Background: an optimization exercise with open tools, aiming at small area, a short achievable clock period and few clock cycles per item. Do not read the settings as production practice.
In this exercise RTL edits were held to simulation tests only and were not proved equivalent to the original.

[flow/design.v]
module cpre_clamp01 (
    input  wire [31:0] a,
    output wire [30:0] y
);
    wire [7:0] e   = a[30:23];
    wire       big = (e >= 8'd127);
    wire       nan = (e == 8'hFF) && (a[22:0] != 23'd0);
    assign y = (a[31] || e == 8'd0 || nan) ? 31'd0 :
               big                          ? 31'h3F80_0000 : a[30:0];
endmodule
module cpre_rne_shr25 (
    input  wire [24:0] v,
    input  wire [4:0]  d,        
    output wire [24:0] y
);
    integer i;
    reg [4:0] tz;                
    always @(*) begin
        tz = 5'd25;
        for (i = 24; i >= 0; i = i - 1)
            if (v[i]) tz = i[4:0];
    end
    wire [24:0] q  = v >> d;
    wire [25:0] vr = {v, 1'b0} >> d;             
    wire        rb = vr[0];
    wire        st = ({1'b0, tz} + 6'd2) <= {1'b0, d};    
    assign y = q + {24'd0, rb & (st | q[0])};
endmodule
module cpre_rne_shr25f (
    input  wire [24:0] v,
    input  wire [4:0]  d,
    output wire [24:0] y
);
    wire [49:0] w  = {v, 25'd0} >> d;
    wire        rb = w[24];
    wire        st = |w[23:0];
    wire [24:0] q  = w[49:25];
    assign y = q + {24'd0, rb & (st | q[0])};
endmodule
module cpre_norm25 (
    input  wire [24:0] a,
    output wire [23:0] y,
    output reg  [4:0]  lz
);
    integer i;
    always @(*) begin
        lz = 5'd0;
        for (i = 0; i < 25; i = i + 1)
            if (a[i]) lz = 5'd24 - i[4:0];
    end
    wire [24:0] sh = a << lz;
    assign y = sh[24:1];
endmodule
module cpre_hfront (
    input  wire [30:0] h,
    output wire [24:0] r,
    output wire        hi
);
    wire [23:0] m  = {1'b1, h[22:0]};
    wire [25:0] p3 = {2'b00, m} + {1'b0, m, 1'b0};
    assign hi = p3[25];
    wire [23:0] kept = hi ? p3[25:2] : p3[24:1];
    wire        rb   = hi ? p3[1] : p3[0];
    wire        st   = hi ? p3[0] : 1'b0;
    assign r = {1'b0, kept} + {24'd0, rb & (st | kept[0])};
endmodule
module cpre_hback (
    input  wire [24:0] r,
    input  wire [7:0]  e,
    input  wire        hi,
    output wire [2:0]  sector,
    output wire [23:0] gn,
    output wire [4:0]  lz,
    output wire        gz
);
    wire [8:0]  k    = {1'b0, e} + {8'd0, hi};
    wire        tiny = (e <= 8'd98);            
    wire        near = (k >= 9'd124);           
    wire [26:0] x    = {2'b00, r} << k[1:0];
    wire [2:0]  in   = x[26:24];
    wire [23:0] fr   = x[23:0];
    wire [24:0] gnear = in[0] ? {1'b0, fr} : (25'h100_0000 - {1'b0, fr});
    wire [23:0] nn;
    wire [4:0]  nlz;
    cpre_norm25 u_n (.a(gnear), .y(nn), .lz(nlz));
    wire [8:0]  dr   = 9'd124 - k;
    wire [4:0]  d    = (dr > 9'd31) ? 5'd31 : dr[4:0];
    wire [24:0] xs;
    cpre_rne_shr25 u_sh (.v(r), .d(d), .y(xs));
    wire [24:0] gfar = 25'h100_0000 - xs;
    wire        one  = tiny || (!near && gfar[24]);
    assign sector = (tiny || !near || in == 3'd6) ? 3'd0 : in;
    assign gn = one ? 24'h80_0000 : near ? nn  : gfar[23:0];
    assign lz = one ? 5'd0        : near ? nlz : 5'd1;
    assign gz = !tiny && near && (gnear == 25'd0);
endmodule
module cpre_oms (
    input  wire [30:0] s,
    output wire [23:0] an,
    output wire [4:0]  lz,
    output wire        zero
);
    wire [7:0]  e  = s[30:23];
    wire [23:0] nn;
    wire [4:0]  nlz;
    cpre_norm25 u_n (.a(25'h80_0000 - {2'b00, s[22:0]}), .y(nn), .lz(nlz));
    wire [8:0]  dr = 9'd126 - {1'b0, e};
    wire [4:0]  d  = (e == 8'd0 || dr > 9'd31) ? 5'd31 : dr[4:0];
    wire [24:0] xs;
    cpre_rne_shr25 u_sh (.v({2'b01, s[22:0]}), .d(d), .y(xs));
    wire [24:0] af = 25'h100_0000 - xs;
    wire        near = (e == 8'd126);
    assign zero = (e == 8'd127);
    assign an = near ? nn : (af[24] ? 24'h80_0000 : af[23:0]);
    assign lz = near ? nlz : (af[24] ? 5'd0 : 5'd1);
endmodule
module cpre_rnd48 (
    input  wire [47:22] p,
    input  wire         st21,
    output wire [24:0]  r,
    output wire         hi
);
    assign hi = p[47];
    wire [23:0] kept = hi ? p[47:24] : p[46:23];
    wire        rb   = hi ? p[23] : p[22];
    wire        st   = hi ? (p[22] | st21) : st21;
    assign r = {1'b0, kept} + {24'd0, rb & (st | kept[0])};
endmodule
module cpre_sga_post (
    input  wire [47:22] pm,
    input  wire         st21,
    input  wire [7:0]   e,
    input  wire [4:0]   lz,
    input  wire         zero,
    output wire [23:0]  an,
    output wire [4:0]   alz,
    output wire         az
);
    wire [24:0] r;
    wire        hi;
    cpre_rnd48 u_r (.p(pm), .st21(st21), .r(r), .hi(hi));
    wire [9:0]  dr   = 10'd125 - {2'd0, e} + {5'd0, lz} + {9'd0, ~hi};
    wire        one  = dr[9];                  
    wire        near = (dr == 10'd0);          
    wire [24:0] an_a = 25'h100_0000 - r;
    wire [23:0] nn;
    wire [4:0]  nlz;
    cpre_norm25 u_n (.a(an_a), .y(nn), .lz(nlz));
    wire [4:0]  d  = (dr > 10'd31) ? 5'd31 : dr[4:0];
    wire [24:0] x;
    cpre_rne_shr25f u_sh (.v(r), .d(d), .y(x));
    wire [24:0] af = 25'h100_0000 - x;
    assign az  = !zero && (one || (near && an_a == 25'd0));
    assign an  = zero ? 24'h80_0000 : near ? nn  : (af[24] ? 24'h80_0000 : af[23:0]);
    assign alz = zero ? 5'd0        : near ? nlz : (af[24] ? 5'd0 : 5'd1);
endmodule
module cpre_mul_post (
    input  wire [47:22]      pm,
    input  wire              st21,
    input  wire [7:0]        e,
    input  wire [4:0]        lz,
    input  wire              zero,
    output wire [23:0]       ym,
    output wire signed [9:0] ye,
    output wire              yz
);
    wire [24:0] r;
    wire        hi;
    cpre_rnd48 u_r (.p(pm), .st21(st21), .r(r), .hi(hi));
    assign yz = zero;
    assign ym = r[24] ? r[24:1] : r[23:0];
    assign ye = $signed({2'b00, e}) + 10'sd1 - $signed({5'd0, lz})
                - $signed({9'd0, ~hi}) + $signed({9'd0, r[24]});
endmodule
module cpre_chan (
    input  wire [23:0]       ym,
    input  wire signed [9:0] ye,
    input  wire              yz,
    output wire [15:0]       c
);
    wire [7:0]  yh  = ym[23:16];
    wire [15:0] yl  = ym[15:0];
    wire        lnz = (yl != 16'd0);
    wire [23:0] ph  = ym - {16'd0, yh} - {23'd0, lnz};     
    wire        l13 = (yl[13:0] != 16'd0);                 
    wire [1:0]  n15 = ~yl[15:14] + {1'b0, ~l13};           
    wire        hi  = ph[23];
    wire [23:0] kept = hi ? ph : {ph[22:0], n15[1]};
    wire        rb   = hi ? n15[1] : n15[0];
    wire        st   = hi ? (n15[0] | l13) : l13;
    wire [24:0] z    = {1'b0, kept} + {24'd0, rb & (st | kept[0])};
    wire [9:0]  sh   = 10'd134 - ye[9:0] + {9'd0, ~hi};
    wire [24:0] zs   = z >> sh[4:0];
    assign c = (yz || ye < 10'sd111) ? 16'd0 : zs[15:0];
endmodule
module cpre_perm (
    input  wire [2:0]  sector,
    input  wire [15:0] cv,
    input  wire [15:0] cp,
    input  wire [15:0] cx,       
    output reg  [15:0] r,
    output reg  [15:0] g,
    output reg  [15:0] b
);
    always @(*) begin
        case (sector)
            3'd0:    begin r = cv; g = cx; b = cp; end
            3'd1:    begin r = cx; g = cv; b = cp; end
            3'd2:    begin r = cp; g = cv; b = cx; end
            3'd3:    begin r = cp; g = cx; b = cv; end
            3'd4:    begin r = cx; g = cp; b = cv; end
            default: begin r = cv; g = cp; b = cx; end
        endcase
    end
endmodule
module cpre_benc (
    input  wire [23:0] b,
    output reg  [38:0] e         
);
    wire [26:0] bx = {2'b00, b, 1'b0};
    integer i;
    reg [2:0] t;
    always @(*) begin
        for (i = 0; i < 13; i = i + 1) begin
            t = bx[2*i +: 3];
            e[3*i]   = t[1] ^ t[0];
            e[3*i+1] = (t == 3'b100) || (t == 3'b011);
            e[3*i+2] = t[2];
        end
    end
endmodule
module cpre_mul24e (
    input  wire [23:0] a,
    input  wire [38:0] e,
    output wire [47:0] y
);
    reg  [47:0] rows [0:12];
    integer i;
    reg        one, two, neg, negp;
    reg [24:0] mag, pp;
    always @(*) begin
        negp = 1'b0;
        for (i = 0; i < 13; i = i + 1) begin
            one = e[3*i];
            two = e[3*i+1];
            neg = e[3*i+2];
            mag = ({25{one}} & {1'b0, a}) | ({25{two}} & {a, 1'b0});
            pp  = mag ^ {25{neg}};
            if (i == 0)
                rows[i] = {20'd0, ~neg, neg, neg, pp};
            else if (i <= 10)
                rows[i] = {19'd0, 1'b1, ~neg, pp, 1'b0, negp} << (2 * i - 2);
            else
                rows[i] = {20'd0, ~neg, pp, 1'b0, negp} << (2 * i - 2);
            negp = neg;
        end
    end
    assign y = rows[0] + rows[1] + rows[2] + rows[3] + rows[4] + rows[5] + rows[6]
             + rows[7] + rows[8] + rows[9] + rows[10] + rows[11] + rows[12];
endmodule
module cpre_hsv2rgb (
    input  wire        clk,
    input  wire        rst,
    input  wire        in_valid,
    output wire        in_ready,
    input  wire [31:0] in_h,
    input  wire [31:0] in_s,
    input  wire [31:0] in_v,
    output reg         out_valid,
    input  wire        out_ready,
    output reg  [15:0] out_r,
    output reg  [15:0] out_g,
    output reg  [15:0] out_b
);
    reg  skid_v;
    reg  rdy;                    
    wire adv = !skid_v;
    assign in_ready = rdy;
    reg vld0, vld1, vld2, vld3, vld4, vld5;
    reg [31:0] ih0, is0, iv0;
    always @(posedge clk)
        if (adv) begin
            ih0 <= in_h;
            is0 <= in_s;
            iv0 <= in_v;
        end
    wire [30:0] h0, s0, v0;
    cpre_clamp01 u_ch (.a(ih0), .y(h0));
    cpre_clamp01 u_cs (.a(is0), .y(s0));
    cpre_clamp01 u_cv (.a(iv0), .y(v0));
    wire [24:0] hr_w;
    wire        hhi_w;
    cpre_hfront u_hf (.h(h0), .r(hr_w), .hi(hhi_w));
    wire [23:0] asn_w;
    wire [4:0]  lzp_w;
    wire        asz_w;
    wire [38:0] ase_w;
    cpre_oms  u_oms (.s(s0), .an(asn_w), .lz(lzp_w), .zero(asz_w));
    cpre_benc u_eas (.b(asn_w), .e(ase_w));
    reg [24:0] hr1;
    reg        hhi1;
    reg [7:0]  he1;
    reg [38:0] ase1;
    reg [4:0]  lzp1;
    reg        zp1;
    reg [30:0] s1, v1;
    always @(posedge clk)
        if (adv) begin
            hr1  <= hr_w;
            hhi1 <= hhi_w;
            he1  <= h0[30:23];
            ase1 <= ase_w;
            lzp1 <= lzp_w;
            zp1  <= asz_w || (v0[30:23] == 8'd0);
            s1   <= s0;
            v1   <= v0;
        end
    wire [2:0]  sec_w;
    wire [23:0] gn_w;
    wire [4:0]  lzg_w;
    wire        gz_w;
    cpre_hback u_hb (.r(hr1), .e(he1), .hi(hhi1),
                     .sector(sec_w), .gn(gn_w), .lz(lzg_w), .gz(gz_w));
    wire [47:0] pmp;
    cpre_mul24e u_mp (.a({1'b1, v1[22:0]}), .e(ase1), .y(pmp));
    wire [38:0] se_w;
    cpre_benc u_es (.b({1'b1, s1[22:0]}), .e(se_w));
    reg [2:0]   sec2;
    reg [23:0]  gn2;
    reg [4:0]   lzg2;
    reg         zg2;
    reg [38:0]  se2;
    reg [7:0]   es2;
    reg [30:0]  v2;
    reg [47:22] pmp2;
    reg         stp2;
    reg [4:0]   lzp2;
    reg         zp2;
    always @(posedge clk)
        if (adv) begin
            sec2 <= sec_w;
            gn2  <= gn_w;
            lzg2 <= lzg_w;
            zg2  <= (s1[30:23] == 8'd0) || gz_w;
            se2  <= se_w;
            es2  <= s1[30:23];
            v2   <= v1;
            pmp2 <= pmp[47:22];
            stp2 <= |pmp[21:0];
            lzp2 <= lzp1;
            zp2  <= zp1;
        end
    wire [47:0] pmg;
    cpre_mul24e u_mg (.a(gn2), .e(se2), .y(pmg));
    wire [23:0]       pym;
    wire signed [9:0] pye;
    wire              pyz;
    wire [15:0]       cp_w;
    cpre_mul_post u_pp (.pm(pmp2), .st21(stp2), .e(v2[30:23]), .lz(lzp2), .zero(zp2),
                        .ym(pym), .ye(pye), .yz(pyz));
    cpre_chan u_chp (.ym(pym), .ye(pye), .yz(pyz), .c(cp_w));
    reg [2:0]   sec3;
    reg [47:22] pmg3;
    reg         stg3;
    reg [4:0]   lzg3;
    reg         zg3;
    reg [7:0]   es3;
    reg [30:0]  v3;
    reg [15:0]  cp3;
    always @(posedge clk)
        if (adv) begin
            sec3 <= sec2;
            pmg3 <= pmg[47:22];
            stg3 <= |pmg[21:0];
            lzg3 <= lzg2;
            zg3  <= zg2;
            es3  <= es2;
            v3   <= v2;
            cp3  <= cp_w;
        end
    wire [23:0] axn;
    wire [4:0]  lzx;
    wire        axz;
    cpre_sga_post u_sgp (.pm(pmg3), .st21(stg3), .e(es3), .lz(lzg3), .zero(zg3),
                         .an(axn), .alz(lzx), .az(axz));
    wire [38:0] ve_w;
    cpre_benc u_ev (.b({1'b1, v3[22:0]}), .e(ve_w));
    wire [15:0] cv_w;
    cpre_chan u_chv (.ym({1'b1, v3[22:0]}), .ye($signed({2'b00, v3[30:23]})),
                     .yz(v3[30:23] == 8'd0), .c(cv_w));
    reg [2:0]  sec4;
    reg [23:0] axn4;
    reg [4:0]  lzx4;
    reg        zx4;
    reg [38:0] ve4;
    reg [7:0]  ev4;
    reg [15:0] cv4, cp4;
    always @(posedge clk)
        if (adv) begin
            sec4 <= sec3;
            axn4 <= axn;
            lzx4 <= lzx;
            zx4  <= axz || (v3[30:23] == 8'd0);
            ve4  <= ve_w;
            ev4  <= v3[30:23];
            cv4  <= cv_w;
            cp4  <= cp3;
        end
    wire [47:0] pmx;
    cpre_mul24e u_mx (.a(axn4), .e(ve4), .y(pmx));
    reg [2:0]   sec5;
    reg [47:22] pmx5;
    reg         stx5;
    reg [4:0]   lzx5;
    reg         zx5;
    reg [7:0]   ev5;
    reg [15:0]  cv5, cp5;
    always @(posedge clk)
        if (adv) begin
            sec5 <= sec4;
            pmx5 <= pmx[47:22];
            stx5 <= |pmx[21:0];
            lzx5 <= lzx4;
            zx5  <= zx4;
            ev5  <= ev4;
            cv5  <= cv4;
            cp5  <= cp4;
        end
    wire [23:0]       xym;
    wire signed [9:0] xye;
    wire              xyz;
    wire [15:0]       cx_w;
    cpre_mul_post u_px (.pm(pmx5), .st21(stx5), .e(ev5), .lz(lzx5), .zero(zx5),
                        .ym(xym), .ye(xye), .yz(xyz));
    cpre_chan u_chx (.ym(xym), .ye(xye), .yz(xyz), .c(cx_w));
    wire [15:0] r_w, g_w2, b_w;
    cpre_perm u_perm (.sector(sec5), .cv(cv5), .cp(cp5), .cx(cx_w),
                      .r(r_w), .g(g_w2), .b(b_w));
    reg [47:0] skid;
    wire arrive   = adv && vld5;
    wire out_free = !out_valid || out_ready;
    always @(posedge clk) begin
        if (skid_v ? out_ready : (arrive && out_free))
            {out_r, out_g, out_b} <= skid_v ? skid : {r_w, g_w2, b_w};
        if (arrive && !out_free)
            skid <= {r_w, g_w2, b_w};
    end
    wire skid_n = skid_v ? !out_ready : (arrive && !out_free);
    always @(posedge clk) begin
        if (rst) begin
            vld0 <= 1'b0; vld1 <= 1'b0; vld2 <= 1'b0;
            vld3 <= 1'b0; vld4 <= 1'b0; vld5 <= 1'b0;
            skid_v    <= 1'b0;
            rdy       <= 1'b1;
            out_valid <= 1'b0;
        end else begin
            if (adv) begin
                vld0 <= in_valid;
                vld1 <= vld0;
                vld2 <= vld1;
                vld3 <= vld2;
                vld4 <= vld3;
                vld5 <= vld4;
            end
            skid_v <= skid_n;
            rdy    <= !skid_n;
            if (!skid_v) begin
                if (arrive && out_free) out_valid <= 1'b1;
                else if (out_ready)     out_valid <= 1'b0;
            end
        end
    end
endmodule
[flow/constraint.sdc]
create_clock -name core_clock -period 30.0 [get_ports {clk}]
set_input_delay 6.0000 -clock core_clock [delete_from_list [all_inputs] [get_ports {clk}]]
set_output_delay 6.0000 -clock core_clock [all_outputs]
set_load 0.01 [all_outputs]
[flow/run.sh]
#!/bin/bash
# synth_recipe.tcl (not shown) runs the flow's synth.tcl, then flattens the netlist and writes it again
# the make line also repeats each setting of config.mk as NAME=value (left out here)
make -C /OpenROAD-flow-scripts/flow DESIGN_CONFIG=/design/flow/config.mk WORK_HOME=/design/flow/orfs CLKGATE_MAP_FILE= SYNTH_SCRIPT=/design/flow/synth_recipe.tcl finish
[flow/config.mk]
export PLATFORM = sky130hd
export DESIGN_NAME = cpre_hsv2rgb
export DESIGN_NICKNAME = cpre_hsv2rgb
export VERILOG_FILES = /design/flow/design.v
export SDC_FILE = /design/flow/constraint.sdc
export NUM_CORES = 4
export LEC_CHECK = 0
export ABC_AREA = 1
export CAP_MARGIN = 20
export CORE_MARGIN = 2
export CORE_UTILIZATION = 45
export SLEW_MARGIN = 20
==> reports/qor.yml, run 1 <==
setup_path:
  arrival_ps: 10050
  cp_common_cell: "nand2_1"
  cpPeakStageDelay_ps: 930
  slowest_stage: "clkinv_1"
  start_kind: "flip-flop"
  reg2reg_depth: 41
  worst-path-max-fanout: 58
  critical_path_class: "reg -> reg"
  end_kind: "flip-flop"
  required_ps: 30510
clock_tree:
  postCtsSetupRepairBufs: 0
  insertion_delay_ps: 760
  h-tree-depth: 3
  cts_tree: "done"
  cts_buffer_depth: 3
  clk_pin_slew_worst_paths_ps: 60
  ctsResizeCount: 0
  ctsHoldBuffers: 0
  root_buffer: "clkbuf_16"
  cts_sinks: 754
  numCtsBuffers: 87
yosys:
  netlist.area_leader.share_pct: 22.1
  netlist_top_cells_area: "edfxtp_1, fa_1, xor2_1"
  synth.top_cells.by_count: "nand2_1, inv_1, xor2_1"
  syn_avg_cell_area_um2: 7.72
  syn_area_um2: 101000
  yosysMostFrequentCell: "nand2_1"
  ys_warn_count: 7
  ys_ff_latch: 754
  ys_seq_area_share_pct: 22.3
  synthArstFlopShare_pct: 0
  synth_flop_cell: "edfxtp_1"
  syn_inst: 13100
  yosysUniqueCellTypes: 76
  synth_enable_flop_cells: 745
  yosysTopAreaCell: "edfxtp_1"
layout:
  final_cells: 15900
  fin_nets: 14400
  nFillCells: 22000
  syn_to_final_growth_pct: 6.60
  drive_gt1_share_pct: 4.60
drt:
  drt_first_pass_iters: 7
  drcViolationCount: 0
  drt_iter0_drc: 7495
  routed_wl_mm: 321
  avgRoutedWirePerCell_um: 20.2
  final_antenna_net_count: 0
  vias_per_cell: 5.65
  vias: 89700
global_route:
  grt_pass1_vias: 90200
  top_usage_layer: "met2"
  grt_max_degree: 150
  grt_overflow: 0
  grt_pass1_wl_mm: 505
  use_met2_pct: 47.1
  globalRouteMet1Util_pct: 35.4
  grt_antenna_before_repair: 3
  grt_use_met3_pct: 3.71
  grtUsageTotal_pct: 27.6
run:
  cap_violations: 0
floorplanning:
  die_y_um: 478
  dieWidth_um: 478
  start_util_pct: 45.4
  rows: 173
  fp.coreArea_um2: 223000
  die_area_um2: 228000
  ios: 150
timing:
  slew_headroom_pct: 25.0
  rsz0062_at_grt: "false"
  hold_slack_ps: 409
  hold_viol: 0
  finClkSkew_ps: 77.7
  finalCritPeriodShare_pct: 31.8
  layout_min_cycle_time_ps: 9550
  final-setup-viol-count: 0
  tightest_slew_ps: 1120
  totalNegativeSetupSlack_ps: 0
  fmax_mhz: 105
  drv_slew: 0
place:
  numPortBuffers: 149
  place_congestion: 0.956
  dp_hpwl_mm: 251
  post-place-cells: 15700
outcome:
  outcome: "timing/DRC/antenna clean"
min_path:
  min-delay-path-class: "reg -> reg"
  hold_depth: 0
[layout by cell type, fill, tap and decap left out, types with 145 or more instances in the layout]
cell / netlist / layout
clkdlybuf4s50_1: 0 / 149
inv_1: 1840 / 1839
ha_1: 688 / 688
nand2_1: 2600 / 2600
buf_4: 17 / 145
a21oi_1: 421 / 420
nand3_1: 927 / 927
o22ai_1: 824 / 824
o21ai_0: 612 / 611
nor2_1: 755 / 751
fa_1: 747 / 747
xor2_1: 1151 / 1150
edfxtp_1: 745 / 745
nand4_1: 147 / 147
[sequential cells by signal, summed over array words and instances (netlist names), 24 cells and up]
register  flops
hr1          25
ase1         36
ih0          32
s1           31
is0          32
iv0          32
v1           31
v2           31
axn4         24
v3           31
se2          35
ve4          35
pmp2         26
skid         48
pmg3         26
gn2          24
pmx5         26
[kinds of logic (layout without fill, tap and decap cells)]
group / Yosys count / count (layout) / share of synthesized area (%)
buf+inv: 2593 / 2412 / 9.89
simple gates: 4791 / 4791 / 20.4
mux: 42 / 42 / 0.424
xor+xnor: 1254 / 1254 / 10.9
flops: 754 / 754 / 22.3
other cells: 1 / 4 / 0.00371
compound gates: 2215 / 2215 / 12.7
fa+ha+maj: 1435 / 1435 / 23.3
[area by class of cell]
cell class / count / area, µm² / share of cell area [%]
Sequential cell: 754 / 22600 / 20.9
Antenna cell: 1 / 2.50 / 0.00232
Timing Repair Buffer: 297 / 2640 / 2.45
Clock inverter: 57 / 627 / 0.582
Multi-Input combinational cell: 9740 / 68600 / 63.7
Inverter: 1959 / 7360 / 6.84
Tap cell: 2975 / 3720 / 3.46
Clock buffer: 99 / 2220 / 2.06
[metrics by stage]
| stage | cell area (µm²) | utilization (%) | setup WS (ps) |
|---|---|---|---|
| 6_report | 108000 | 48.4 | 20450 |
| 5_1_grt | 108000 | 48.4 | 19320 |
| 4_1_cts | 108000 | 48.3 | 20110 |
| 3_5_place_dp | 105000 | 47.1 | 20100 |
| 3_3_place_gp | 105000 | 47.0 | 19980 |
| 2_1_floorplan | 101000 | - | 20040 |
[path summary, 6_finish.rpt]
path / startpoint / end / slack, ps
setup / recovery: pmx5[47] / out_g[1] / 20450
hold / removal: cp4[7] / cp5[7] / 410
setup reg to reg: pmx5[47] / out_g[1] / 20450
hold reg to reg: cp4[7] / cp5[7] / 410
[worst max-delay path, delay by kind of cell, from the launching register on]
kind                       cells  cell delay [ps]
adders and majority gates      5             2040
buffers and inverters          6             1800
AOI/OAI and AO/OA              5              820
and+or+nand+nor               25             4200
DFF                            1              360
[routing by layer]
metal	vias up	part of all wire [%]
met4	0	4.0
met5	-	0
met2	3375	48
li1	42700	-
met1	42900	42
met3	755	6.4
Testbench counts, summed over its fixed seeds: cycles 16,056, items 16,000.
==> run 2, diff against run 1 <==
--- a/flow/design.v
+++ b/flow/design.v
@@ -136,21 +136,44 @@
     output wire [4:0]   alz,
     output wire         az
 );
-    wire [24:0] r;
-    wire        hi;
-    cpre_rnd48 u_r (.p(pm), .st21(st21), .r(r), .hi(hi));
+    wire        hi   = pm[47];
+    wire [23:0] kept = hi ? pm[47:24] : pm[46:23];
+    wire        rb   = hi ? pm[23] : pm[22];
+    wire        st   = hi ? (pm[22] | st21) : st21;
+    wire        inc  = rb & (st | kept[0]);
     wire [9:0]  dr   = 10'd125 - {2'd0, e} + {5'd0, lz} + {9'd0, ~hi};
     wire        one  = dr[9];                  
-    wire        near = (dr == 10'd0);          
-    wire [24:0] an_a = 25'h100_0000 - r;
-    wire [23:0] nn;
-    wire [4:0]  nlz;
-    cpre_norm25 u_n (.a(an_a), .y(nn), .lz(nlz));
-    wire [4:0]  d  = (dr > 10'd31) ? 5'd31 : dr[4:0];
-    wire [24:0] x;
-    cpre_rne_shr25f u_sh (.v(r), .d(d), .y(x));
-    wire [24:0] af = 25'h100_0000 - x;
-    assign az  = !zero && (one || (near && an_a == 25'd0));
+    wire        near = (dr == 10'd0);
+    wire [23:0] c    = {1'b0, ~kept[22:0]};
+    wire [24:0] ci   = {1'b0, c} + {24'd0, ~inc};
+    integer i;
+    reg [4:0] nl;                              
+    always @(*) begin
+        nl = 5'd24;
+        for (i = 0; i < 24; i = i + 1)
+            if (c[i]) nl = 5'd23 - i[4:0];
+    end
+    wire        cout = !inc && ((c & (c + 24'd1)) == 24'd0);    
+    wire [23:0] cs   = ci[23:0] << nl;
+    wire [23:0] nn   = cout ? 24'h80_0000 : cs;
+    wire [4:0]  nlz  = cout ? nl : nl + 5'd1;
+    wire        nz   = inc && (c == 24'd0);
+    wire [4:0]  d    = (dr > 10'd31) ? 5'd31 : dr[4:0];      
+    wire [4:0]  d1   = d - 5'd1;
+    wire [23:0] q0   = kept >> d;
+    wire [23:0] md   = ~(24'hFF_FFFF << d);                   
+    wire [23:0] md1  = ~(24'hFF_FFFF << d1);                  
+    wire        on_d  = (d <= 5'd24) && ((kept & md) == md);
+    wire        on_d1 = (kept & md1) == md1;                   
+    wire        ze_d1 = (kept & md1) == 24'd0;
+    wire [23:0] ks   = kept >> d1;
+    wire        tbit = (d1 <= 5'd23) && ks[0];
+    wire        a1   = inc && on_d;
+    wire        rbit = tbit ^ (inc && on_d1);
+    wire        stk  = !(inc ? on_d1 : ze_d1);
+    wire        cc   = a1 || (rbit && (stk || q0[0]));
+    wire [24:0] af   = {1'b0, ~q0} + {24'd0, ~cc};
+    assign az  = !zero && (one || (near && nz));
     assign an  = zero ? 24'h80_0000 : near ? nn  : (af[24] ? 24'h80_0000 : af[23:0]);
     assign alz = zero ? 5'd0        : near ? nlz : (af[24] ? 5'd0 : 5'd1);
 endmodule
@@ -294,13 +317,14 @@
     wire [23:0] asn_w;
     wire [4:0]  lzp_w;
     wire        asz_w;
-    wire [38:0] ase_w;
     cpre_oms  u_oms (.s(s0), .an(asn_w), .lz(lzp_w), .zero(asz_w));
-    cpre_benc u_eas (.b(asn_w), .e(ase_w));
+    wire [38:0] ve_w1;
+    cpre_benc u_ev1 (.b({1'b1, v0[22:0]}), .e(ve_w1));
     reg [24:0] hr1;
     reg        hhi1;
     reg [7:0]  he1;
-    reg [38:0] ase1;
+    reg [23:0] asn1;
+    reg [38:0] ve1;
     reg [4:0]  lzp1;
     reg        zp1;
     reg [30:0] s1, v1;
@@ -309,7 +333,8 @@
             hr1  <= hr_w;
             hhi1 <= hhi_w;
             he1  <= h0[30:23];
-            ase1 <= ase_w;
+            asn1 <= asn_w;
+            ve1  <= ve_w1;
             lzp1 <= lzp_w;
             zp1  <= asz_w || (v0[30:23] == 8'd0);
             s1   <= s0;
@@ -322,7 +347,7 @@
     cpre_hback u_hb (.r(hr1), .e(he1), .hi(hhi1),
                      .sector(sec_w), .gn(gn_w), .lz(lzg_w), .gz(gz_w));
     wire [47:0] pmp;
-    cpre_mul24e u_mp (.a({1'b1, v1[22:0]}), .e(ase1), .y(pmp));
+    cpre_mul24e u_mp (.a(asn1), .e(ve1), .y(pmp));
     wire [38:0] se_w;
     cpre_benc u_es (.b({1'b1, s1[22:0]}), .e(se_w));
     reg [2:0]   sec2;
--- a/flow/config.mk
+++ b/flow/config.mk
@@ -8,5 +8,5 @@
 export ABC_AREA = 1
 export CAP_MARGIN = 20
 export CORE_MARGIN = 2
-export CORE_UTILIZATION = 45
+export CORE_UTILIZATION = 65
 export SLEW_MARGIN = 20
==> run 2 against run 1 <==
Still clean on timing, DRC and antenna; hold slack worse by 20 ps; area after synthesis is 1.3% lower; fmax up 5.8%; sequential cell count increased by 11; clock skew is 18 ps lower; first-iteration DRC count rose by 58%; design area decreased by 2.3%; cell count fell by 7.7%; synthesized cell count decreased by 2.1%; via count rose by 3.0%; largest cell class unchanged.
==> reports/qor.yml, run 2 <==
place:
  dp_hpwl_mm: 234
  place_congestion: 1.02
  placed_area_um2: 102000
  numPortBuffers: 149
global_route:
  grt_max_degree: 150
  grtUsageTotal_pct: 38.9
  grt_antenna_before_repair: 18
  grt_pass1_wl_mm: 489
  grt_overflow: 0
  grt_pass1_vias: 91600
outcome:
  outcome: "timing/DRC/antenna clean"
yosys:
  synth_top_family_by_area: "adder cells"
  yosysMostFrequentCell: "nand2_1"
  yosysTopAreaCell: "edfxtp_1"
  ys_warn_count: 8
  ys_ff_latch: 765
  syn_avg_cell_area_um2: 7.78
  synth_enable_flop_cells: 756
  synthMuxAreaShare_pct: 0.299
  syn_inst: 12800
  ys_seq_area_share_pct: 22.9
  syn_area_um2: 99700
  synth_flop_cell: "edfxtp_1"
  netlist_top_cells_area: "edfxtp_1, fa_1, nand2_1"
  synth.top_cells.by_count: "nand2_1, inv_1, xor2_1"
  synthAdderAreaFrac_pct: 23.4
  synthArstFlopShare_pct: 0
  synth-xor-area-share_pct: 10.7
  yosysUniqueCellTypes: 78
  synth-compound-area-share_pct: 13.2
  synth-simple-area-share_pct: 19.8
  netlist.area_leader.share_pct: 22.8
clock_tree:
  insertion_delay_ps: 730
  cts_buffer_depth: 3
  h-tree-depth: 3
  clk_pin_slew_worst_paths_ps: 70
  numCtsBuffers: 85
  ctsResizeCount: 0
  root_buffer: "clkbuf_16"
  cts_tree: "done"
  ctsHoldBuffers: 0
  cts_sinks: 765
  postCtsSetupRepairBufs: 0
timing:
  tightest_slew_ps: 1160
  finalCritPeriodShare_pct: 30.1
  hold_viol: 0
  slew_headroom_pct: 21.8
  layout_min_cycle_time_ps: 9020
  totalNegativeSetupSlack_ps: 0
  finClkSkew_ps: 60.0
  rsz0062_at_grt: "false"
  final-setup-viol-count: 0
  fmax_mhz: 111
  drv_slew: 0
layout:
  reg.largest.list: "skid (48), se2 (35), ve4 (35)"
  syn_to_final_growth_pct: 5.54
  drive_gt1_share_pct: 4.22
  final_cell_mix: "nand2_1, inv_1, xor2_1"
  multi_input_area_um2: 67400
  fin_nets: 14100
  ff_latch_area_um2: 22900
  nFillCells: 12300
  final_common_cell: "nand2_1"
  design_area_um2: 105000
  regMostFlops: "skid"
  largest_reg_flops: 48
setup_path:
  start_kind: "flip-flop"
  cp.depth: 26
  critical_path_class: "reg -> reg"
  crit_start: "v1[5]"
  slowest_stage: "clkinv_1"
  path_delay_family: "compound AO/OA/AOI/OAI gates"
  cp_common_cell: "o21ai_0"
  reg2reg_depth: 26
  timing.reg2reg.setup_slack_ps: 20980
  endpoint: "pmp2[45]"
  worst-path-max-fanout: 15
  end_kind: "flip-flop"
  arrival_ps: 9490
  required_ps: 30470
  r2r_end: "pmp2[45]"
  cpPeakStageDelay_ps: 750
  crit_buf_inv: 2
  r2r-start: "v1[5]"
drt:
  vias_per_cell: 6.30
  drt_iter0_drc: 11800
  vias: 92400
  met3WireLength_mm: 36.6
  wl_met2_mm: 136
  final_antenna_net_count: 0
  wirelength_met1_mm: 116
  drcViolationCount: 0
  highest_layer: "met5"
  routed_wl_mm: 309
  avgRoutedWirePerCell_um: 21.1
  drt_first_pass_iters: 13
floorplanning:
  fp.coreArea_um2: 152000
  rows: 143
  start_util_pct: 65.6
  die_area_um2: 157000
  ios: 150
  dieWidth_um: 396
  die_y_um: 396
run:
  cap_violations: 0
min_path:
  hold_depth: 0
  min-delay-path-class: "reg -> reg"
## run 2: cell types whose count changed after synthesis, sizes merged, moves of 18 or more
cell | previous run | this run
nand2 | 2640 | 2588
xor2 | 1152 | 1086
o22ai | 824 | 861
xnor2 | 102 | 137
ha | 688 | 668
nor3 | 94 | 118
buf | 198 | 125
clkbuf | 436 | 488
a21oi | 433 | 403
nand4 | 147 | 111
or2 | 58 | 26
inv | 1919 | 1843
nand3 | 953 | 911
nor2 | 810 | 792
## run 2: final cells by class
cell class	count	share of cell area, %
multi-input cells	9560	64.0
flip-flops and latches	765	21.7
inverters	1879	6.71
well taps	2030	2.41
repair buffers	265	2.24
clock buffers	96	2.14
clock inverters	63	0.733
diodes	8	0.0190
## run 2: worst register-to-register path, delay by kind of cell, from the launching register on
kind / cells / cell delay [ps]
AO/OA/AOI/OAI: 15 / 4320
adder cells (fa/ha/maj): 6 / 2310
buffers and inverters: 2 / 800
flip-flops: 1 / 720
XOR/XNOR: 2 / 540
AND/OR/NAND/NOR: 1 / 120
## run 2: metal layers
metal	track usage, %	up-vias
li1	-	42000
met1	49.8	42900
met2	61.0	6036
met3	9.76	1563
met4	20.5	10
met5	0	-
## run 2: worst min path at each step
| stage | start | endpoint | slack, ps |
|---|---|---|---|
| after floorplan | cp3[0] | cp4[0] | 400 |
| after global placement | cp3[9] | cp4[9] | 400 |
| after detailed placement | cp3[1] | cp4[1] | 400 |
| after CTS | v2[1] | v3[1] | 380 |
| after global routing | cv4[14] | cv5[14] | 400 |
| final | v2[1] | v3[1] | 390 |
## run 2: cell families (layout without fill, tap and decap cells)
kind of cell    Yosys count  count (layout)
flops                   765             765
other cells               1              11
xor+xnor               1223            1223
fa+ha+maj              1415            1415
compound gates         2256            2256
buf+inv                2492            2303
mux                      29              29
simple gates           4634            4634
## run 2: stage by stage
step,hold slack [ps],instances,util [%],setup slack [ps]
global placement,401,14500,67.2,21580
detailed placement,405,14500,67.2,21240
floorplan,400,12800,-,20040
finish,388,14700,69.2,20980
CTS,379,14700,69.2,21110
global route,405,14700,69.2,20310
Testbench counts of run 2, summed over its fixed seeds: cycles 16,056, items 16,000.
==> run 3, diff against run 2 <==
--- a/flow/design.v
+++ b/flow/design.v
@@ -26,6 +26,25 @@
     wire        st = ({1'b0, tz} + 6'd2) <= {1'b0, d};    
     assign y = q + {24'd0, rb & (st | q[0])};
 endmodule
+module cpre_rne_shr25n (
+    input  wire [24:0] v,
+    input  wire [4:0]  d,        
+    output wire [24:0] y
+);
+    integer i;
+    reg [4:0] tz;
+    always @(*) begin
+        tz = 5'd25;
+        for (i = 24; i >= 0; i = i - 1)
+            if (v[i]) tz = i[4:0];
+    end
+    wire [24:0] q   = v >> d;
+    wire [25:0] vr  = {v, 1'b0} >> d;
+    wire        rb  = vr[0];
+    wire        st  = ({1'b0, tz} + 6'd2) <= {1'b0, d};
+    wire        inc = rb & (st | q[0]);
+    assign y = {1'b0, ~q[23:0]} + {24'd0, ~inc};
+endmodule
 module cpre_rne_shr25f (
     input  wire [24:0] v,
     input  wire [4:0]  d,
@@ -54,7 +73,11 @@
 module cpre_hfront (
     input  wire [30:0] h,
     output wire [24:0] r,
-    output wire        hi
+    output wire        hi,
+    output wire [1:0]  kl,
+    output wire [4:0]  d,
+    output wire        tiny,
+    output wire        near
 );
     wire [23:0] m  = {1'b1, h[22:0]};
     wire [25:0] p3 = {2'b00, m} + {1'b0, m, 1'b0};
@@ -63,36 +86,48 @@
     wire        rb   = hi ? p3[1] : p3[0];
     wire        st   = hi ? p3[0] : 1'b0;
     assign r = {1'b0, kept} + {24'd0, rb & (st | kept[0])};
+    wire [8:0]  k  = {1'b0, h[30:23]} + {8'd0, hi};
+    wire [8:0]  dr = 9'd124 - k;
+    assign kl   = k[1:0];
+    assign d    = (dr > 9'd31) ? 5'd31 : dr[4:0];
+    assign tiny = (h[30:23] <= 8'd98);
+    assign near = (k >= 9'd124);
 endmodule
 module cpre_hback (
     input  wire [24:0] r,
-    input  wire [7:0]  e,
-    input  wire        hi,
+    input  wire [1:0]  kl,       
+    input  wire [4:0]  d,        
+    input  wire        tiny,     
+    input  wire        near,     
     output wire [2:0]  sector,
     output wire [23:0] gn,
     output wire [4:0]  lz,
     output wire        gz
 );
-    wire [8:0]  k    = {1'b0, e} + {8'd0, hi};
-    wire        tiny = (e <= 8'd98);            
-    wire        near = (k >= 9'd124);           
-    wire [26:0] x    = {2'b00, r} << k[1:0];
+    wire [26:0] x    = {2'b00, r} << kl;
     wire [2:0]  in   = x[26:24];
     wire [23:0] fr   = x[23:0];
-    wire [24:0] gnear = in[0] ? {1'b0, fr} : (25'h100_0000 - {1'b0, fr});
-    wire [23:0] nn;
-    wire [4:0]  nlz;
-    cpre_norm25 u_n (.a(gnear), .y(nn), .lz(nlz));
-    wire [8:0]  dr   = 9'd124 - k;
-    wire [4:0]  d    = (dr > 9'd31) ? 5'd31 : dr[4:0];
-    wire [24:0] xs;
-    cpre_rne_shr25 u_sh (.v(r), .d(d), .y(xs));
-    wire [24:0] gfar = 25'h100_0000 - xs;
+    wire        odd  = in[0];
+    wire [23:0] fc   = odd ? fr : ~fr;
+    integer i;
+    reg [4:0] nl;                               
+    always @(*) begin
+        nl = 5'd24;
+        for (i = 0; i < 24; i = i + 1)
+            if (fc[i]) nl = 5'd23 - i[4:0];
+    end
+    wire [24:0] gi   = {1'b0, fc} + {24'd0, ~odd};            
+    wire        cout = !odd && ((fc & (fc + 24'd1)) == 24'd0);
+    wire [23:0] ns   = gi[23:0] << nl;
+    wire [23:0] nn   = cout ? 24'h80_0000 : ns;
+    wire [4:0]  nlz  = cout ? (gi[24] ? 5'd0 : nl) : nl + 5'd1;
+    wire [24:0] gfar;
+    cpre_rne_shr25n u_sh (.v(r), .d(d), .y(gfar));
     wire        one  = tiny || (!near && gfar[24]);
     assign sector = (tiny || !near || in == 3'd6) ? 3'd0 : in;
     assign gn = one ? 24'h80_0000 : near ? nn  : gfar[23:0];
     assign lz = one ? 5'd0        : near ? nlz : 5'd1;
-    assign gz = !tiny && near && (gnear == 25'd0);
+    assign gz = !tiny && near && odd && (fr == 24'd0);
 endmodule
 module cpre_oms (
     input  wire [30:0] s,
@@ -106,9 +141,8 @@
     cpre_norm25 u_n (.a(25'h80_0000 - {2'b00, s[22:0]}), .y(nn), .lz(nlz));
     wire [8:0]  dr = 9'd126 - {1'b0, e};
     wire [4:0]  d  = (e == 8'd0 || dr > 9'd31) ? 5'd31 : dr[4:0];
-    wire [24:0] xs;
-    cpre_rne_shr25 u_sh (.v({2'b01, s[22:0]}), .d(d), .y(xs));
-    wire [24:0] af = 25'h100_0000 - xs;
+    wire [24:0] af;
+    cpre_rne_shr25n u_sh (.v({2'b01, s[22:0]}), .d(d), .y(af));
     wire        near = (e == 8'd126);
     assign zero = (e == 8'd127);
     assign an = near ? nn : (af[24] ? 24'h80_0000 : af[23:0]);
@@ -205,15 +239,15 @@
     wire [15:0] yl  = ym[15:0];
     wire        lnz = (yl != 16'd0);
     wire [23:0] ph  = ym - {16'd0, yh} - {23'd0, lnz};     
-    wire        l13 = (yl[13:0] != 16'd0);                 
+    wire        l13 = (yl[13:0] != 14'd0);                 
     wire [1:0]  n15 = ~yl[15:14] + {1'b0, ~l13};           
     wire        hi  = ph[23];
     wire [23:0] kept = hi ? ph : {ph[22:0], n15[1]};
     wire        rb   = hi ? n15[1] : n15[0];
     wire        st   = hi ? (n15[0] | l13) : l13;
     wire [24:0] z    = {1'b0, kept} + {24'd0, rb & (st | kept[0])};
-    wire [9:0]  sh   = 10'd134 - ye[9:0] + {9'd0, ~hi};
-    wire [24:0] zs   = z >> sh[4:0];
+    wire [9:0]  t    = 10'd127 - ye[9:0] + {9'd0, ~hi};     
+    wire [17:0] zs   = z[24:7] >> t[4:0];
     assign c = (yz || ye < 10'sd111) ? 16'd0 : zs[15:0];
 endmodule
 module cpre_perm (
@@ -300,20 +334,24 @@
     wire adv = !skid_v;
     assign in_ready = rdy;
     reg vld0, vld1, vld2, vld3, vld4, vld5;
-    reg [31:0] ih0, is0, iv0;
+    wire [30:0] h_c, s_c, v_c;
+    cpre_clamp01 u_ch (.a(in_h), .y(h_c));
+    cpre_clamp01 u_cs (.a(in_s), .y(s_c));
+    cpre_clamp01 u_cv (.a(in_v), .y(v_c));
+    reg [30:0] h0, s0, v0;
     always @(posedge clk)
         if (adv) begin
-            ih0 <= in_h;
-            is0 <= in_s;
-            iv0 <= in_v;
+            h0 <= h_c;
+            s0 <= s_c;
+            v0 <= v_c;
         end
-    wire [30:0] h0, s0, v0;
-    cpre_clamp01 u_ch (.a(ih0), .y(h0));
-    cpre_clamp01 u_cs (.a(is0), .y(s0));
-    cpre_clamp01 u_cv (.a(iv0), .y(v0));
     wire [24:0] hr_w;
     wire        hhi_w;
-    cpre_hfront u_hf (.h(h0), .r(hr_w), .hi(hhi_w));
+    wire [1:0]  hkl_w;
+    wire [4:0]  hd_w;
+    wire        htiny_w, hnear_w;
+    cpre_hfront u_hf (.h(h0), .r(hr_w), .hi(hhi_w), .kl(hkl_w), .d(hd_w),
+                      .tiny(htiny_w), .near(hnear_w));
     wire [23:0] asn_w;
     wire [4:0]  lzp_w;
     wire        asz_w;
@@ -321,8 +359,9 @@
     wire [38:0] ve_w1;
     cpre_benc u_ev1 (.b({1'b1, v0[22:0]}), .e(ve_w1));
     reg [24:0] hr1;
-    reg        hhi1;
-    reg [7:0]  he1;
+    reg [1:0]  hkl1;
+    reg [4:0]  hd1;
+    reg        htiny1, hnear1;
     reg [23:0] asn1;
     reg [38:0] ve1;
     reg [4:0]  lzp1;
@@ -330,9 +369,11 @@
     reg [30:0] s1, v1;
     always @(posedge clk)
         if (adv) begin
-            hr1  <= hr_w;
-            hhi1 <= hhi_w;
-            he1  <= h0[30:23];
+            hr1    <= hr_w;
+            hkl1   <= hkl_w;
+            hd1    <= hd_w;
+            htiny1 <= htiny_w;
+            hnear1 <= hnear_w;
             asn1 <= asn_w;
             ve1  <= ve_w1;
             lzp1 <= lzp_w;
@@ -344,7 +385,7 @@
     wire [23:0] gn_w;
     wire [4:0]  lzg_w;
     wire        gz_w;
-    cpre_hback u_hb (.r(hr1), .e(he1), .hi(hhi1),
+    cpre_hback u_hb (.r(hr1), .kl(hkl1), .d(hd1), .tiny(htiny1), .near(hnear1),
                      .sector(sec_w), .gn(gn_w), .lz(lzg_w), .gz(gz_w));
     wire [47:0] pmp;
     cpre_mul24e u_mp (.a(asn1), .e(ve1), .y(pmp));
==> run 3 against run 2 <==
Still clean on timing, DRC and antenna; register-to-register slack improved by 340 ps; global-route usage fell by 1.0 points; via count down 2.5%; setup slack better by 340 ps; critical endpoint is now pmp2[46]; wire length decreased by 3.6%; fmax grew 3.9%; largest cell class unchanged; first-iteration DRC count fell by 12%.
==> reports/qor.yml, run 3 <==
outcome:
  outcome: "timing/DRC/antenna clean"
global_route:
  grt_overflow: 0
  grtUsageTotal_pct: 37.9
  grt_pass1_wl_mm: 474
  grt_pass1_vias: 89500
  grt_antenna_before_repair: 13
  grt_max_degree: 172
clock_tree:
  numCtsBuffers: 83
  ctsResizeCount: 0
  cts_buffer_depth: 3
  cts_sinks: 762
  h-tree-depth: 3
  insertion_delay_ps: 730
  postCtsSetupRepairBufs: 0
  cts_tree: "done"
  root_buffer: "clkbuf_16"
  clk_pin_slew_worst_paths_ps: 60
  ctsHoldBuffers: 0
layout:
  final_cell_mix: "nand2_1, inv_1, xor2_1"
  largest_reg_flops: 48
  regMostFlops: "skid"
  syn_to_final_growth_pct: 5.25
  fin_nets: 13900
  final_util_pct: 69.1
  final_common_cell: "nand2_1"
  drive_gt1_share_pct: 4.18
  reg.largest.list: "skid (48), se2 (35), ve4 (35)"
timing:
  finClkSkew_ps: 71.7
  slew_headroom_pct: 15.6
  tightest_slew_ps: 1260
  rsz0062_at_grt: "false"
  final-setup-viol-count: 0
  hold_viol: 0
  totalNegativeSetupSlack_ps: 0
  drv_slew: 0
  fmax_mhz: 115
  finalCritPeriodShare_pct: 28.9
  layout_min_cycle_time_ps: 8680
floorplanning:
  dieWidth_um: 393
  start_util_pct: 65.7
  rows: 142
  die_y_um: 393
  die_area_um2: 155000
  fp.coreArea_um2: 150000
  ios: 150
setup_path:
  critical_path_class: "reg -> reg"
  required_ps: 30450
  r2r_end: "pmp2[46]"
  start_kind: "flip-flop"
  end_kind: "flip-flop"
  r2r-start: "v1[5]"
  worst-path-max-fanout: 15
  cpPeakStageDelay_ps: 800
  cp_common_cell: "nand2_1"
  crit_start: "v1[5]"
  endpoint: "pmp2[46]"
  reg2reg_depth: 30
  slowest_stage: "clkinv_1"
  arrival_ps: 9130
  timing.reg2reg.setup_slack_ps: 21320
yosys:
  yosysTopAreaCell: "edfxtp_1"
  synthArstFlopShare_pct: 0
  syn_avg_cell_area_um2: 7.77
  ys_warn_count: 9
  synthMuxAreaShare_pct: 0.272
  synth-simple-area-share_pct: 19.8
  yosysMostFrequentCell: "nand2_1"
  ys_ff_latch: 762
  syn_area_um2: 98600
  syn_inst: 12700
  netlist_top_cells_area: "edfxtp_1, fa_1, nand2_1"
  netlist.area_leader.share_pct: 22.9
  synth_flop_cell: "edfxtp_1"
  synthAdderAreaFrac_pct: 23.0
  synth-xor-area-share_pct: 10.8
  synth_top_family_by_area: "adder cells"
  yosysUniqueCellTypes: 79
  synth.top_cells.by_count: "nand2_1, inv_1, xor2_1"
  synth-compound-area-share_pct: 13.1
  synth_enable_flop_cells: 753
  ys_seq_area_share_pct: 23.1
drt:
  final_antenna_net_count: 0
  drcViolationCount: 0
  routed_wl_mm: 298
  drt_first_pass_iters: 7
  avgRoutedWirePerCell_um: 20.5
  drt_iter0_drc: 10500
  vias: 90100
  vias_per_cell: 6.20
min_path:
  min-delay-path-class: "reg -> reg"
place:
  place_congestion: 0.979
  numPortBuffers: 149
  dp_hpwl_mm: 225
run:
  cap_violations: 0
run 3: final cells by class:
| cell class | instances | area, µm² |
|---|---|---|
| Clock buffer | 97 | 2130 |
| Sequential cell | 762 | 22800 |
| Antenna cell | 4 | 10.0 |
| Inverter | 1964 | 7390 |
| Fill cell | 12200 | 46400 |
| Timing Repair Buffer | 262 | 2360 |
| Multi-Input combinational cell | 9371 | 66000 |
| Tap cell | 2016 | 2520 |
| Clock inverter | 54 | 579 |
run 3: worst min-delay path by stage:
stage	startpoint	to	slack [ps]	cells after the start
after floorplan	cp3[0]	cp4[0]	400	0
after global placement	cp3[13]	cp4[13]	400	0
after detailed placement	cv4[15]	cv5[15]	400	0
after CTS	v1[20]	v2[20]	370	0
after global routing	v1[20]	v2[20]	380	0
final	v1[20]	v2[20]	380	0
run 3: routing by layer:
layer  track usage [%]  routed length (µm)  share of wire [%]  vias to the layer above
li1                  -                   -                  -                    41300
met1              48.6              115000                 38                    42100
met2              60.1              133000                 44                     5317
met3              9.28               34300                 11                     1336
met4              18.2               16400                5.5                       22
met5                 0                 203              0.068                        -
run 3: cells by family (layout without fill, tap and decap cells):
kind of cell | Yosys count | after routing
muxes | 26 | 26
AOI/OAI and AO/OA | 2185 | 2185
adders and majority gates | 1364 | 1364
and+or+nand+nor | 4581 | 4581
other | 1 | 7
buffers and inverters | 2562 | 2377
xor gates and xnor gates | 1212 | 1212
DFF | 762 | 762
run 3: stage by stage:
| step | area, µm² | setup WS [ps] | instances | hold slack, ps |
|---|---|---|---|---|
| floorplan | 98600 | 20040 | 12700 | 400 |
| global placement | 101000 | 21680 | 14400 | 400 |
| detailed placement | 101000 | 21510 | 14400 | 405 |
| CTS | 104000 | 21500 | 14500 | 371 |
| global route | 104000 | 20900 | 14500 | 384 |
| finish | 104000 | 21320 | 14500 | 385 |
run 3: critical path, delay by kind of cell (launching register included):
kind	cells	cell delay (ps)
adders and majority gates	6	2340
buffers and inverters	2	850
xor gates and xnor gates	2	590
DFF	1	750
AOI/OAI and AO/OA	12	3160
and+or+nand+nor	8	750
Testbench counts of run 3, summed over its fixed seeds: cycles 16,056, items 16,000.

-- afterwards: timing with drivers on the ports --
How much do the figures lean on ideal ports? The routed layouts below were timed once more, with nothing changed but the port constraints. Step 1, drivers: a clkbuf_16 drives clk and a buf_2 each remaining input, both assumed. Step 2 times the ports against the registers' clock, not the clock port: input delays grow and output delays shrink by t, the midpoint of the rising clock arrivals with the driver on. a / b / c = ideal / step 1 / step 2; a / b = the first two.
run | t (ns) | setup slack, ns | latest minus earliest clock arrival (ns) | worst data-port slew with drivers (ns) | cell pins on the clock port's net
run 1 | 0.803 | 20.454 / 20.454 / 20.454 | 0.078 / 0.078 | 0.07 | 1
run 2 | 0.785 | 20.981 / 20.981 / 20.981 | 0.066 / 0.066 | 0.15 | 1
run 3 | 0.788 | 21.316 / 21.316 / 21.316 | 0.077 / 0.076 | 0.05 | 1
After both steps every run listed still meets setup and hold.
